From an optimization exercise on the open Yosys and OpenROAD flow, aimed at small area, a short achievable clock period and few clock cycles; shortcuts taken in it are not production practice.
RTL that was checked went through simulation tests only; none was proved equivalent to the original.
Power is estimated from default activity; no workload was simulated.

## psiframe_pkt
module psiframe_pkt (
  input  wire        clk,
  input  wire        rst,             
  input  wire        cmd_valid,
  input  wire [63:0] cmd,
  output wire        cmd_ready,
  output wire        ev_valid,
  output wire [9:0]  ev,
  output wire [41:0] ev_pcr,
  input  wire        ev_ready,
  output wire        idle,
  output wire [63:0] st
);
Size: about 430 flip-flops, about 190 I/O pins, ~16,000 um^2 of cells after synthesis.
clock: 10.0 ns
lec_check: 0
cap_margin: 20
core_margin: 2
core_utilization: 65
slew_margin: 20
standard.sh (not shown) runs the stock make flow with config.mk's settings and CLKGATE_MAP_FILE= SYNTH_SCRIPT=/design/flow/synth_recipe.tcl, a recipe that flattens the netlist after the stock synthesis.
==> flow/flow/run.sh <==
#!/bin/bash
# Own layout flow: the standard synthesis unchanged (standard.sh synth),
# then the standard layout (standard.sh) with extra make settings:
#  - BUFFER_PORTS_ARGS: every input and output port still gets its buffer, but
#    a plain sky130_fd_sc_hd__buf_2 instead of the delay buffer picked by default;
#  - CTS_ARGS: ORFS's own clock-tree options with clkbuf_8 buffers, without the dummy loads that CTS
#    adds to even out its leaf buffers' loads.
# Each tool's full output stays in this folder: make's output in flow_*.log,
# and ORFS's per-step logs under orfs/logs/.
set -uo pipefail
MARGIN=$(cat flow/margin.txt 2>/dev/null || echo 6.5)
bash standard.sh synth > flow_synth.log 2>&1 || { tail -50 flow_synth.log; exit 1; }
bash standard.sh "SETUP_SLACK_MARGIN=$MARGIN" \
  "BUFFER_PORTS_ARGS=-buffer_cell sky130_fd_sc_hd__buf_2" \
  "CTS_ARGS=-sink_clustering_enable -repair_clock_nets -dont_use_dummy_load -buf_list sky130_fd_sc_hd__clkbuf_8" \
  finish > flow_layout.log 2>&1 || { tail -50 flow_layout.log; exit 1; }
tail -5 flow_layout.log
==> flow/flow/margin.txt <==
6.75
==> next run, changes <==
--- a/flow/design.v
+++ b/flow/design.v
@@ -35,33 +35,30 @@
   reg [3:0]  rc[0:15];
   reg        crdy;
   reg        cv;
   reg        cunk;         
   reg [3:0]  cop;
   reg        crsv;         
   reg        cfe;          
   reg [31:0] cf;           
   reg        J;            
-  reg        addq;         
-  reg        dropq;        
   reg [2:0]  gk;
   reg [7:0]  gd;           
   reg        gpe;          
   reg        evv;
   reg [9:0]  evq;
   reg        evpep;        
   reg        idle_q;
   reg [32:0] dq;
   reg [6:0]  drem;
   reg [1:0]  p10;          
   reg [5:0]  dcnt;         
   reg        dinv;         
-  reg        invgo;        
   assign cmd_ready = crdy;
   assign ev_valid  = evv;
   assign ev        = evq;
   assign ev_pcr    = {drem, dq, p10};
   assign idle      = idle_q;
   assign st = {32'hFFFFFFFF, 1'b0, pkleft, 15'd0, pcrv, 1'b0, fault, mode};
   wire [7:0] iop  = cmd[63:56];
   wire       iunk = (|iop[7:6]) | (|iop[4:3]) |
                     (iop[5] ? (iop[2] & iop[1]) : (|iop[2:1]));
@@ -156,33 +153,33 @@
   wire pos15 = pos == 4'd15;
   reg rdy;
   always @(*) begin
     rdy = 1'b1;
     if (fm)
       rdy = !abw | !pkopen | pos15;
     else if (!cunk && !rsv && midle && (is_add || is_drop || is_open) && !sdone)
       rdy = 1'b0;
     else if (ok && is_add)
-      rdy = addq & !rv[15];
+      rdy = !rv[15];
     else if (ok && is_drop)
-      rdy = dropq & pos15;
+      rdy = pos15;
     else if (ok && is_abort)
       rdy = !pkopen | pos15;
   end
   wire go    = cv & J & rdy;
   wire xg    = go & ok;                            
   wire do_ab = go & (fm ? abw : (ok & is_abort));  
   wire last_byte = pkleft == 8'd1;
   wire x_open  = xg & is_open;
   wire x_byte  = xg & is_byte;
   wire x_fill  = xg & is_fill;
-  wire x_add   = cv & J & addq & !rv[15];
-  wire x_drop  = cv & J & dropq & pos15;
+  wire x_add   = xg & is_add;
+  wire x_drop  = xg & is_drop;
   wire x_ld    = xg & is_ld;
   wire x_close = x_fill | (x_byte & last_byte);  
   wire [7:0] dt   = {drem, dq[32]};
   wire       dqb  = dt >= 8'd75;
   wire [7:0] dts  = dt - 8'd75;
   wire [6:0] dr   = dqb ? dts[6:0] : dt[6:0];
   wire [7:0] ut   = {1'b0, drem} + (dq[0] ? 8'd75 : 8'd0);
   wire [32:0] base = dq[32:0];
   wire [8:0]  ext  = {drem, p10};
@@ -269,21 +266,22 @@
   wire       n_pe = go ? last_byte : gpe;
   wire [9:0] cur  = go ? s_cur : c_cur;
   wire       c_adv = !go & ofree & c_has;         
   wire n_evv   = ofree ? (go ? (s_k != G_IDLE) : c_has) : evv;
   wire n_evpep = ofree ? (!go && c_has && gk == G_PE && pkpcrv) : evpep;
   wire n_J     = n_k == G_IDLE;
   wire n_cv    = crdy ? cmd_valid : (go ? x_open : (cv & !(c_adv & open_done)));
   wire n_hold  = crdy ? holds(icop) : holds(cop);
   wire [3:0] n_cop = crdy ? icop : cop;
-  wire n_pkpcrv = pkpcrv | (is_open & pcrf);       
+  wire n_pkpcrv = x_open ? pcrf : pkpcrv;
   wire n_pep   = n_evpep |
-                 (n_pkpcrv & (!n_J | (n_cv & (mode == M_PKT) & (n_cop == C_FILL ||
+                 (n_pkpcrv & ((n_k == G_FILL) | (n_k == G_PE) | ((n_k == G_BYTE) & n_pe) |
+                              (n_cv & (mode == M_PKT) & (n_cop == C_FILL ||
                                        (n_cop == C_BYTE && pkleft <= 8'd2)))));
   wire n_crdy  = (!n_cv | (n_J & !n_hold)) & !n_pep;
   wire addw = x_add;                                
   wire dropw = x_drop;                              
   wire restore = do_ab & pkopen;
   wire ccw  = pos15 & (wpend | restore);
   wire [3:0] ccwv = restore ? ccr : ccr + 4'd1;
   integer j;
   always @(posedge clk) begin
@@ -319,32 +317,31 @@
     gd  <= n_d;
     gpe <= n_pe;
     if (ofree) evq <= cur;
     if (crdy && cmd_valid && iop == 8'h22) begin
       dq   <= cmd[34:2];                            
       drem <= cmd[41:35];
       p10  <= cmd[1:0];
       dcnt <= 6'd33;
       dinv <= 1'b0;
-    end else if (invgo) begin
+    end else if (c_adv && gk == G_OPEN && gd[3:0] == 4'd11 && pcrf) begin
       dcnt <= 6'd33;                                
       dinv <= 1'b1;
     end else if (!ddone) begin
       if (dinv) begin
         dq   <= {ut[0], dq[32:1]};
         drem <= ut[7:1];
       end else begin
         dq   <= {dq[31:0], dqb};
         drem <= dr;
       end
       dcnt <= dcnt - 6'd1;
     end
-    invgo <= c_adv && gk == G_OPEN && gd[3:0] == 4'd11 && pcrf;
     if (pos15)
       wpend <= 1'b0;                                
     if (do_ab) begin
       mode   <= M_IDLE;
       fault  <= 4'd0;
       pcrv   <= 1'b0;
       pkleft <= 8'd0;
       pkopen <= 1'b0;
       wpend  <= 1'b0;
@@ -373,32 +370,28 @@
     end
     if (rst) begin
       mode   <= M_IDLE;
       fault  <= 4'd0;
       pcrv   <= 1'b0;
       pkleft <= 8'd0;
       pkopen <= 1'b0;
       wpend  <= 1'b0;
       crdy   <= 1'b1;
-      addq   <= 1'b0;
-      dropq  <= 1'b0;
       cv     <= 1'b0;
       J      <= 1'b1;
       gk     <= G_IDLE;
       evv    <= 1'b0;
       evpep  <= 1'b0;
       idle_q <= 1'b1;
       dcnt   <= 6'd0;
       dinv   <= 1'b0;
       sc     <= 3'd0;
     end else begin
       crdy   <= n_crdy;
-      addq   <= cv & is_add & sdone & ok & !x_add;
-      dropq  <= cv & is_drop & sdone & ok & !x_drop;
       cv     <= n_cv;
       J      <= n_J;
       evv    <= n_evv;
       evpep  <= n_evpep;
       idle_q <= !n_cv && n_k == G_IDLE && !n_evv;
     end
   end
 endmodule
Fmax climbs slightly.
Die area decreases slightly.
Worst hold slack improved by 12 ps.
Total power went down by a few percent.
Worst setup slack gains 47 ps.
First-iteration DRC count came out higher slightly.
Final area is lower slightly.
Final cell count falls slightly.
Utilization fell by 0.40 points.
Clock-buffer cell count rises by 1.
Testbench counts after the change, summed over its fixed seeds: cycles 233,424.
No functional check of the RTL was part of the first run of this note.

port drivers added, routing unchanged:
Ports are ideal in the flow. The routed layouts listed here were re-timed in OpenROAD. Step 1, drivers: a clkbuf_16 drives clk and a buf_2 each remaining input, both assumed. Step 2 moves the port delays by t, midway between the first and last clock arrival at a register: inputs arrive t later, outputs are due t later. That takes back most of the time a late clock gives input paths. Three values: no drivers, after step 1, after step 2; two values: the first two.
| run | t (ns) | setup slack, ns | cell pins on the clock port's net |
|---|---|---|---|
| the first run | 0.603 | 6.712 / 6.719 / 6.117 | 1 |
| the second run | 0.596 | 6.759 / 6.736 / 6.198 | 1 |
After both steps every run listed still meets setup and hold. For the first run, which loses most, drivers alone change the setup slack by +0.007 ns; drivers and shift together by -0.595 ns.
